Background: an optimization exercise with open tools, aiming at small area, a short achievable clock period and few clock cycles. Do not read the settings as production practice. RTL that was checked went through simulation tests only; none was proved equivalent to the original. Power is estimated from default activity; no workload was simulated.

rev 12:
==> module somagic_video_core, before the edit <==
module somagic_video_core (
    input  wire        clk,
    input  wire        rst,           
    input  wire [11:0] cfg_bpl,       
    input  wire [9:0]  cfg_lpf,       
    input  wire        in_valid,
    input  wire [7:0]  in_data,
    output wire        in_ready,
    input  wire        ret_valid,
    input  wire [1:0]  ret_buf,
    output reg         wr_valid,
    output wire [1:0]  wr_buf,
    output reg  [22:0] wr_off,
    output reg  [7:0]  wr_data,
    output reg         done_valid,
    output wire [1:0]  done_buf,
    output reg  [31:0] done_seq,
    output wire [22:0] done_bytes,
    output reg         done_err,
    output wire [2:0]  done_reason
);
    localparam [1:0] S_HUNT = 2'd0, S_SYNC1 = 2'd1, S_SYNC2 = 2'd2, S_TRC = 2'd3;
    reg  [9:0]  blk_pos;
    reg         blk_video;      
    wire is_hdr = (blk_pos[9:2] == 8'd0);
    wire d_ff   = (in_data == 8'hFF);
    wire d_00   = (in_data == 8'h00);
    wire d_aa   = (in_data == 8'hAA);
    wire take   = in_valid && in_ready;
    wire vb     = take && !is_hdr && blk_video;
    reg  [1:0]  sync_state;
    reg         bk1, bk2;       
    reg  [7:0]  bk_d;
    reg         ev_pix, ev_trc;
    reg  [7:0]  ev_d;
    assign in_ready = !bk2;
    wire h_pix  = vb && sync_state == S_HUNT  && !d_ff;           
    wire s1_f   = vb && sync_state == S_SYNC1 && !d_00;           
    wire s2_f   = vb && sync_state == S_SYNC2 && !d_00;           
    wire trc    = vb && sync_state == S_TRC   && !d_00;
    wire fail   = s1_f || s2_f;
    always @(posedge clk) begin
        if (rst) begin
            blk_pos    <= 10'd0;
            sync_state <= S_HUNT;
            bk1        <= 1'b0;
            bk2        <= 1'b0;
            ev_pix     <= 1'b0;
            ev_trc     <= 1'b0;
        end else begin
            if (take) blk_pos <= blk_pos + 10'd1;
            if (vb) begin
                case (sync_state)
                    S_HUNT:  if (d_ff) sync_state <= S_SYNC1;
                    S_SYNC1: sync_state <= d_00 ? S_SYNC2 : S_HUNT;
                    S_SYNC2: sync_state <= d_00 ? S_TRC : S_HUNT;
                    default: sync_state <= S_HUNT;
                endcase
            end
            ev_pix <= bk1 || bk2 || h_pix || fail;
            ev_trc <= trc;
            bk2    <= s2_f;
            bk1    <= bk2 || (bk1 ? h_pix : s1_f);
        end
        if (take && blk_pos[9:2] == 8'd0)
            blk_video <= (blk_pos[1] ? d_00 : d_aa) && (blk_pos[1:0] == 2'd0 || blk_video);
        ev_d <= bk2 ? 8'h00 : (bk1 ? bk_d : (fail ? 8'hFF : in_data));
        if (!bk2) bk_d <= in_data;
    end
    reg         in_blank;
    reg         cur_valid;
    reg  [1:0]  cur_buf;
    reg         on_second;
    reg  [11:0] col_left;       
    reg  [9:0]  lines_left;     
    reg  [9:0]  alc_left;       
    reg         jump;           
    reg         full;           
    reg         eol;            
    reg         alc_short;      
    reg  [22:0] bytes_written;
    reg         done_short;
    reg  [11:0] bpl;            
    reg         acq_d;          
    reg  [1:0]  avail_q [0:3];
    reg  [2:0]  av_rd, av_wr;
    wire        av_empty = (av_rd == av_wr);
    wire sav   = ev_trc && !ev_d[4];
    wire eav   = ev_trc &&  ev_d[4];
    wire sav_f = ev_d[6];
    wire sav_v = ev_d[5];
    wire live        = ev_pix && !in_blank && cur_valid;
    wire pix_write   = live && !full;
    wire pix_ovf     = live && full;
    wire f2_sav      = sav && cur_valid && sav_f && !on_second;
    wire short_field = f2_sav && alc_short;
    wire field_two   = f2_sav && !alc_short;
    wire frame_done  = sav && cur_valid && !sav_f && on_second;
    wire finalize    = short_field || frame_done || pix_ovf;
    wire acquire     = sav && !sav_f && !sav_v && (!cur_valid || frame_done) && !av_empty;
    wire fstart      = acquire || field_two;
    assign wr_buf      = cur_buf;
    assign done_buf    = cur_buf;
    assign done_bytes  = bytes_written;
    assign done_reason = {done_err, 1'b0, done_short};
    wire [22:0] off_step = jump ? {11'd0, bpl} : 23'd0;
    always @(posedge clk) begin
        if (rst) begin
            in_blank   <= 1'b1;
            cur_valid  <= 1'b0;
            wr_valid   <= 1'b0;
            done_valid <= 1'b0;
            done_seq   <= 32'd0;
            avail_q[0] <= 2'd0;
            avail_q[1] <= 2'd1;
            avail_q[2] <= 2'd2;
            avail_q[3] <= 2'd3;
            av_rd      <= 3'd0;
            av_wr      <= 3'd4;
        end else begin
            wr_valid   <= pix_write;
            done_valid <= finalize;
            done_seq   <= done_seq + {31'd0, done_valid};
            if (eav) in_blank <= 1'b1;
            if (sav) in_blank <= sav_v;
            if (finalize) cur_valid <= 1'b0;
            if (acquire) cur_valid <= 1'b1;
            if (acq_d) av_rd <= av_rd + 3'd1;
            if (ret_valid) begin
                avail_q[av_wr[1:0]] <= ret_buf;
                av_wr <= av_wr + 3'd1;
            end
        end
        wr_data    <= ev_d;
        bpl        <= cfg_bpl;
        acq_d      <= acquire;
        done_err   <= short_field || pix_ovf;
        done_short <= short_field;
        if (acq_d) cur_buf <= avail_q[av_rd[1:0]];
        if (acquire) on_second <= 1'b0;
        else if (field_two) on_second <= 1'b1;
        if (pix_write)
            bytes_written <= (done_valid || !cur_valid) ? 23'd1 : bytes_written + 23'd1;
        else if (done_valid || !cur_valid)
            bytes_written <= 23'd0;
        if (fstart) begin
            col_left   <= bpl;
            lines_left <= cfg_lpf;
            alc_left   <= cfg_lpf;
            jump       <= field_two;
            wr_off     <= 23'h7FFFFF;
            full       <= 1'b0;       
            eol        <= 1'b0;       
            alc_short  <= 1'b1;
        end else begin
            if (pix_write) begin
                wr_off <= wr_off + off_step + 23'd1;
                jump   <= eol;
                if (eol) begin
                    col_left   <= bpl;
                    lines_left <= lines_left - 10'd1;
                    full       <= (lines_left == 10'd1);
                    eol        <= 1'b0;
                end else begin
                    col_left <= col_left - 12'd1;
                    eol      <= (col_left == 12'd2);
                end
            end
            if (eav && cur_valid && !in_blank && alc_short) begin
                alc_left  <= alc_left - 10'd1;
                alc_short <= (alc_left != 10'd1);
            end
        end
    end
endmodule
==> flow/config.mk <==
export PLATFORM = sky130hd
export DESIGN_NAME = somagic_video_core
export DESIGN_NICKNAME = somagic_video_core
export VERILOG_FILES = /design/flow/design.v
export SDC_FILE = /design/flow/constraint.sdc
export NUM_CORES = 4
export LEC_CHECK = 0
export CAP_MARGIN = 20
export CORE_MARGIN = 2
export CORE_UTILIZATION = 40
export SLEW_MARGIN = 20
==> flow/constraint.sdc <==
create_clock -name core_clock -period 10.5 [get_ports {clk}]
set_input_delay 2.1000 -clock core_clock [delete_from_list [all_inputs] [get_ports {clk}]]
set_output_delay 2.1000 -clock core_clock [all_outputs]
set_load 0.01 [all_outputs]
standard.sh (not shown) runs the stock make flow with config.mk's settings and CLKGATE_MAP_FILE= SYNTH_SCRIPT=/design/flow/synth_recipe.tcl, a recipe that flattens the netlist after the stock synthesis.
==> flow/flow/run.sh <==
#!/bin/bash
export BUFFER_PORTS_ARGS="-buffer_cell sky130_fd_sc_hd__buf_1"
export SETUP_SLACK_MARGIN=7.0
bash standard.sh > standard.log 2>&1
diff inputs: rev 12 => rev 13
--- a/flow/design.v
+++ b/flow/design.v
@@ -24,18 +24,20 @@
     reg         blk_video;      
     wire is_hdr = (blk_pos[9:2] == 8'd0);
     wire d_ff   = (in_data == 8'hFF);
     wire d_00   = (in_data == 8'h00);
     wire d_aa   = (in_data == 8'hAA);
-    wire take   = in_valid && in_ready;
+    wire take   = in_valid && !bk2;
+    wire [9:0] blk_pos_inc = blk_pos + 10'd1;
     wire vb     = take && !is_hdr && blk_video;
     reg  [1:0]  sync_state;
     reg         bk1, bk2;       
     reg  [7:0]  bk_d;
+    reg         rdy;            
     reg         ev_pix, ev_trc;
     reg  [7:0]  ev_d;
-    assign in_ready = !bk2;
+    assign in_ready = rdy;
     wire h_pix  = vb && sync_state == S_HUNT  && !d_ff;           
     wire s1_f   = vb && sync_state == S_SYNC1 && !d_00;           
     wire s2_f   = vb && sync_state == S_SYNC2 && !d_00;           
     wire trc    = vb && sync_state == S_TRC   && !d_00;
     wire fail   = s1_f || s2_f;
@@ -43,14 +45,15 @@
         if (rst) begin
             blk_pos    <= 10'd0;
             sync_state <= S_HUNT;
             bk1        <= 1'b0;
             bk2        <= 1'b0;
+            rdy        <= 1'b1;
             ev_pix     <= 1'b0;
             ev_trc     <= 1'b0;
         end else begin
-            if (take) blk_pos <= blk_pos + 10'd1;
+            if (take) blk_pos <= blk_pos_inc;
             if (vb) begin
                 case (sync_state)
                     S_HUNT:  if (d_ff) sync_state <= S_SYNC1;
                     S_SYNC1: sync_state <= d_00 ? S_SYNC2 : S_HUNT;
                     S_SYNC2: sync_state <= d_00 ? S_TRC : S_HUNT;
@@ -58,15 +61,16 @@
                 endcase
             end
             ev_pix <= bk1 || bk2 || h_pix || fail;
             ev_trc <= trc;
             bk2    <= s2_f;
+            rdy    <= !s2_f;
             bk1    <= bk2 || (bk1 ? h_pix : s1_f);
         end
         if (take && blk_pos[9:2] == 8'd0)
             blk_video <= (blk_pos[1] ? d_00 : d_aa) && (blk_pos[1:0] == 2'd0 || blk_video);
-        ev_d <= bk2 ? 8'h00 : (bk1 ? bk_d : (fail ? 8'hFF : in_data));
+        ev_d <= bk2 ? 8'h00 : (bk1 ? bk_d : (sync_state[0] ^ sync_state[1] ? 8'hFF : in_data));
         if (!bk2) bk_d <= in_data;
     end
     reg         in_blank;
     reg         cur_valid;
     reg  [1:0]  cur_buf;
Findings:
- Per the final summary, rev 13 finished and its layout is clean on timing, DRC and antenna.
- The utilization was comparable across rev 12 and rev 13.
- The minimum clock period in rev 13 sits 150 ps below the value recorded for rev 12.
- in2reg as the type of the worst setup path was reported by rev 13, and reg2out by rev 12.
- Rev 13 ends up with a remaining max-slew budget at the tightest pin that is 1.1 points higher than in rev 12.
- Rev 13 against rev 12: share of post-route cells with drive strength above 1 now larger, total length of routed met2 wires now larger, peak supply drop now smaller, achievable frequency now larger, cell area now larger.
- Compared to rev 12, the routing of rev 13 uses more wire.
- When rev 13 is measured against rev 12, its global routing met3 resource utilization turns out 0.41 points higher.
- The lower part of the total power dissipated in the clock network came out of rev 13.
- Relative to rev 12, wire length of the first global-routing pass increased by 290 um in rev 13.
- Comparing the two runs side by side, rev 13 comes out behind rev 12 on die area.
Testbench counts of rev 13, summed over its fixed seeds: cycles 1,179,648.
The RTL of rev 12 was laid out without a check of its function.

* * *

Another version of the RTL of somagic_video_core (not shown whole).
Size: about 180 flip-flops, ~0.0086 mm^2 of cells after synthesis.
==> module somagic_video_core, before the edit <==
module somagic_video_core (
    input  wire        clk,
    input  wire        rst,           
    input  wire [11:0] cfg_bpl,       
    input  wire [9:0]  cfg_lpf,       
    input  wire        in_valid,
    input  wire [7:0]  in_data,
    output wire        in_ready,
    input  wire        ret_valid,
    input  wire [1:0]  ret_buf,
    output reg         wr_valid,
    output wire [1:0]  wr_buf,
    output reg  [22:0] wr_off,
    output reg  [7:0]  wr_data,
    output reg         done_valid,
    output wire [1:0]  done_buf,
    output reg  [31:0] done_seq,
    output wire [22:0] done_bytes,
    output reg         done_err,
    output wire [2:0]  done_reason
);
    localparam [1:0] S_HUNT = 2'd0, S_SYNC1 = 2'd1, S_SYNC2 = 2'd2, S_TRC = 2'd3;
    reg  [9:0]  blk_pos;
    reg         blk_video;      
    wire is_hdr = (blk_pos[9:2] == 8'd0);
    wire d_ff   = (in_data == 8'hFF);
    wire d_00   = (in_data == 8'h00);
    wire d_aa   = (in_data == 8'hAA);
    wire take   = in_valid && !bk2;
    wire [9:0] blk_pos_inc = blk_pos + 10'd1;
    wire vb     = take && !is_hdr && blk_video;
    reg  [1:0]  sync_state;
    reg         bk1, bk2;       
    reg  [7:0]  bk_d;
    reg         rdy;            
    reg         ev_pix, ev_trc;
    reg  [7:0]  ev_d;
    assign in_ready = rdy;
    wire h_pix  = vb && sync_state == S_HUNT  && !d_ff;           
    wire s1_f   = vb && sync_state == S_SYNC1 && !d_00;           
    wire s2_f   = vb && sync_state == S_SYNC2 && !d_00;           
    wire trc    = vb && sync_state == S_TRC   && !d_00;
    wire fail   = s1_f || s2_f;
    always @(posedge clk) begin
        if (rst) begin
            blk_pos    <= 10'd0;
            sync_state <= S_HUNT;
            bk1        <= 1'b0;
            bk2        <= 1'b0;
            rdy        <= 1'b1;
            ev_pix     <= 1'b0;
            ev_trc     <= 1'b0;
        end else begin
            if (take) blk_pos <= blk_pos_inc;
            if (vb) begin
                case (sync_state)
                    S_HUNT:  if (d_ff) sync_state <= S_SYNC1;
                    S_SYNC1: sync_state <= d_00 ? S_SYNC2 : S_HUNT;
                    S_SYNC2: sync_state <= d_00 ? S_TRC : S_HUNT;
                    default: sync_state <= S_HUNT;
                endcase
            end
            ev_pix <= bk1 || bk2 || h_pix || fail;
            ev_trc <= trc;
            bk2    <= s2_f;
            rdy    <= !s2_f;
            bk1    <= bk2 || (bk1 ? h_pix : s1_f);
        end
        if (take && blk_pos[9:2] == 8'd0)
            blk_video <= (blk_pos[1] ? d_00 : d_aa) && (blk_pos[1:0] == 2'd0 || blk_video);
        ev_d <= bk2 ? 8'h00 : (bk1 ? bk_d : (sync_state[0] ^ sync_state[1] ? 8'hFF : in_data));
        if (!bk2) bk_d <= in_data;
    end
    reg         in_blank;
    reg         cur_valid;
    reg  [1:0]  cur_buf;
    reg         on_second;
    reg  [11:0] col_left;       
    reg  [9:0]  lines_left;     
    reg  [9:0]  alc_left;       
    reg         jump;           
    reg  [22:0] bytes_written;
    reg         done_short;
    reg         acq_d;          
    reg  [1:0]  avail_q [0:3];
    reg  [2:0]  av_rd, av_wr;
    wire        av_empty = (av_rd == av_wr);
    wire sav   = ev_trc && !ev_d[4];
    wire eav   = ev_trc &&  ev_d[4];
    wire sav_f = ev_d[6];
    wire sav_v = ev_d[5];
    wire full        = (lines_left == 10'd0);
    wire eol         = (col_left == 12'd1);
    wire alc_short   = (alc_left != 10'd0);
    wire live        = ev_pix && !in_blank && cur_valid;
    wire pix_write   = live && !full;
    wire pix_ovf     = live && full;
    wire f2_sav      = sav && cur_valid && sav_f && !on_second;
    wire short_field = f2_sav && alc_short;
    wire field_two   = f2_sav && !alc_short;
    wire frame_done  = sav && cur_valid && !sav_f && on_second;
    wire finalize    = short_field || frame_done || pix_ovf;
    wire acquire     = sav && !sav_f && !sav_v && (!cur_valid || frame_done) && !av_empty;
    wire fstart      = acquire || field_two;
    assign wr_buf      = cur_buf;
    assign done_buf    = cur_buf;
    assign done_bytes  = bytes_written;
    assign done_reason = {done_err, 1'b0, done_short};
    wire [22:0] off_next = wr_off + (jump ? {11'd0, col_left} : 23'd0) + 23'd1;
    always @(posedge clk) begin
        if (rst) begin
            in_blank   <= 1'b1;
            cur_valid  <= 1'b0;
            wr_valid   <= 1'b0;
            done_valid <= 1'b0;
            done_seq   <= 32'd0;
            avail_q[0] <= 2'd0;
            avail_q[1] <= 2'd1;
            avail_q[2] <= 2'd2;
            avail_q[3] <= 2'd3;
            av_rd      <= 3'd0;
            av_wr      <= 3'd4;
        end else begin
            wr_valid   <= pix_write;
            done_valid <= finalize;
            done_seq   <= done_seq + {31'd0, done_valid};
            if (eav) in_blank <= 1'b1;
            if (sav) in_blank <= sav_v;
            if (finalize) cur_valid <= 1'b0;
            if (acquire) cur_valid <= 1'b1;
            if (acq_d) av_rd <= av_rd + 3'd1;
            if (ret_valid) begin
                avail_q[av_wr[1:0]] <= ret_buf;
                av_wr <= av_wr + 3'd1;
            end
        end
        wr_data    <= ev_d;
        acq_d      <= acquire;
        done_err   <= short_field || pix_ovf;
        done_short <= short_field;
        if (acq_d) cur_buf <= avail_q[av_rd[1:0]];
        if (acquire) on_second <= 1'b0;
        else if (field_two) on_second <= 1'b1;
        if (pix_write)
            bytes_written <= (done_valid || !cur_valid) ? 23'd1 : bytes_written + 23'd1;
        else if (done_valid || !cur_valid)
            bytes_written <= 23'd0;
        if (fstart) begin
            col_left   <= cfg_bpl;
            lines_left <= cfg_lpf;
            alc_left   <= cfg_lpf;
            jump       <= field_two;
            wr_off     <= 23'h7FFFFF;
        end else begin
            if (pix_write) begin
                wr_off <= off_next;
                jump   <= eol;
                if (eol) begin
                    col_left   <= cfg_bpl;
                    lines_left <= lines_left - 10'd1;
                end else begin
                    col_left <= col_left - 12'd1;
                end
            end
            if (eav && cur_valid && !in_blank && alc_short) begin
                alc_left  <= alc_left - 10'd1;
            end
        end
    end
endmodule
==> flow/config.mk <==
export PLATFORM = sky130hd
export DESIGN_NAME = somagic_video_core
export DESIGN_NICKNAME = somagic_video_core
export VERILOG_FILES = /design/flow/design.v
export SDC_FILE = /design/flow/constraint.sdc
export NUM_CORES = 4
export LEC_CHECK = 0
export CAP_MARGIN = 20
export CORE_MARGIN = 2
export CORE_UTILIZATION = 40
export CTS_BUF_LIST = sky130_fd_sc_hd__clkbuf_8
export SLEW_MARGIN = 20
==> flow/constraint.sdc <==
create_clock -name core_clock -period 10.5 [get_ports {clk}]
set_input_delay 2.1000 -clock core_clock [delete_from_list [all_inputs] [get_ports {clk}]]
set_output_delay 2.1000 -clock core_clock [all_outputs]
set_load 0.01 [all_outputs]
==> flow/flow/run.sh <==
#!/bin/bash
export BUFFER_PORTS_ARGS="-buffer_cell sky130_fd_sc_hd__buf_1"
export SETUP_SLACK_MARGIN=7.3
bash standard.sh > standard.log 2>&1
Testbench counts at the start, summed over its fixed seeds: cycles 1,179,648.
Next try:
--- a/flow/design.v
+++ b/flow/design.v
@@ -24,31 +24,33 @@
     reg         blk_video;      
     wire is_hdr = (blk_pos[9:2] == 8'd0);
     wire d_ff   = (in_data == 8'hFF);
     wire d_00   = (in_data == 8'h00);
     wire d_aa   = (in_data == 8'hAA);
-    wire take   = in_valid && !bk2;
+    wire take   = in_valid && rdy;
     wire [9:0] blk_pos_inc = blk_pos + 10'd1;
     wire vb     = take && !is_hdr && blk_video;
     reg  [1:0]  sync_state;
-    reg         bk1, bk2;       
-    reg  [7:0]  bk_d;
+    reg         inj_ff;         
+    reg         inj_00;         
     reg         rdy;            
     reg         ev_pix, ev_trc;
     reg  [7:0]  ev_d;
     assign in_ready = rdy;
-    wire h_pix  = vb && sync_state == S_HUNT  && !d_ff;           
-    wire s1_f   = vb && sync_state == S_SYNC1 && !d_00;           
-    wire s2_f   = vb && sync_state == S_SYNC2 && !d_00;           
+    wire hold   = inj_ff || inj_00;
+    wire h_pix  = vb && sync_state == S_HUNT  && !d_ff;
+    wire s1_f   = vb && sync_state == S_SYNC1 && !d_00;
+    wire s2_f   = vb && sync_state == S_SYNC2 && !d_00;
     wire trc    = vb && sync_state == S_TRC   && !d_00;
     wire fail   = s1_f || s2_f;
+    wire inj_00_n = s2_f || (inj_00 && inj_ff);
     always @(posedge clk) begin
         if (rst) begin
             blk_pos    <= 10'd0;
             sync_state <= S_HUNT;
-            bk1        <= 1'b0;
-            bk2        <= 1'b0;
+            inj_ff     <= 1'b0;
+            inj_00     <= 1'b0;
             rdy        <= 1'b1;
             ev_pix     <= 1'b0;
             ev_trc     <= 1'b0;
         end else begin
             if (take) blk_pos <= blk_pos_inc;
@@ -58,20 +60,19 @@
                     S_SYNC1: sync_state <= d_00 ? S_SYNC2 : S_HUNT;
                     S_SYNC2: sync_state <= d_00 ? S_TRC : S_HUNT;
                     default: sync_state <= S_HUNT;
                 endcase
             end
-            ev_pix <= bk1 || bk2 || h_pix || fail;
+            if (!hold) ev_pix <= h_pix || fail;
             ev_trc <= trc;
-            bk2    <= s2_f;
-            rdy    <= !s2_f;
-            bk1    <= bk2 || (bk1 ? h_pix : s1_f);
+            inj_ff <= fail;
+            inj_00 <= inj_00_n;
+            rdy    <= !(fail || inj_00_n);
         end
         if (take && blk_pos[9:2] == 8'd0)
             blk_video <= (blk_pos[1] ? d_00 : d_aa) && (blk_pos[1:0] == 2'd0 || blk_video);
-        ev_d <= bk2 ? 8'h00 : (bk1 ? bk_d : (sync_state[0] ^ sync_state[1] ? 8'hFF : in_data));
-        if (!bk2) bk_d <= in_data;
+        if (!hold) ev_d <= in_data;
     end
     reg         in_blank;
     reg         cur_valid;
     reg  [1:0]  cur_buf;
     reg         on_second;
@@ -83,18 +84,19 @@
     reg         done_short;
     reg         acq_d;          
     reg  [1:0]  avail_q [0:3];
     reg  [2:0]  av_rd, av_wr;
     wire        av_empty = (av_rd == av_wr);
-    wire sav   = ev_trc && !ev_d[4];
+    wire sav   = ev_trc && !ev_d[4];      
     wire eav   = ev_trc &&  ev_d[4];
     wire sav_f = ev_d[6];
     wire sav_v = ev_d[5];
     wire full        = (lines_left == 10'd0);
     wire eol         = (col_left == 12'd1);
     wire alc_short   = (alc_left != 10'd0);
-    wire live        = ev_pix && !in_blank && cur_valid;
+    wire a_pix       = ev_pix || hold;      
+    wire live        = a_pix && !in_blank && cur_valid;
     wire pix_write   = live && !full;
     wire pix_ovf     = live && full;
     wire f2_sav      = sav && cur_valid && sav_f && !on_second;
     wire short_field = f2_sav && alc_short;
     wire field_two   = f2_sav && !alc_short;
@@ -132,11 +134,11 @@
             if (ret_valid) begin
                 avail_q[av_wr[1:0]] <= ret_buf;
                 av_wr <= av_wr + 3'd1;
             end
         end
-        wr_data    <= ev_d;
+        wr_data    <= inj_ff ? 8'hFF : (inj_00 ? 8'h00 : ev_d);
         acq_d      <= acquire;
         done_err   <= short_field || pix_ovf;
         done_short <= short_field;
         if (acq_d) cur_buf <= avail_q[av_rd[1:0]];
         if (acquire) on_second <= 1'b0;
The changed run completed with no timing, DRC or antenna violations; utilization went down by 0.15 points; worst setup slack is worse by 0.022 ns; sequential power drops by a few percent; cell count drops slightly; clock-buffer cell count does not change; power is higher slightly; worst hold slack improved by 0.12 ns; final area fell slightly; first-iteration DRC count rises by a few percent.
Testbench counts after the change, summed over its fixed seeds: cycles 1,179,870.

what the ideal ports hide:
Ports are ideal in the flow. The routed layouts listed here were re-timed in OpenROAD. Step 1: set_driving_cell puts a clkbuf_16 on clk and a buf_2 on each other input, an assumption about the parent block. Step 2 moves the port delays by t, midway between the first and last clock arrival at a register: inputs arrive t later, outputs are due t later. That takes back most of the time a late clock gives input paths. Slacks: no drivers / after step 1 / after step 2; pairs: no drivers / after step 1.
| run | t (ns) | setup slack, ns | worst slew at a driven data input, ns |
|---|---|---|---|
| rev 12 | 0.464 | 7.071 / 7.028 / 6.770 | 0.04 |
| rev 13 | 0.468 | 7.219 / 7.236 / 6.768 | 0.04 |
| the first run of note 2 | 0.478 | 7.345 / 7.303 / 6.953 | 0.05 |
| the second run of note 2 | 0.496 | 7.323 / 7.283 / 7.111 | 0.07 |
After both steps every run listed still meets setup and hold. The setup slack of rev 13, which loses most, moves by +0.017 ns with the drivers and by -0.451 ns with both steps.
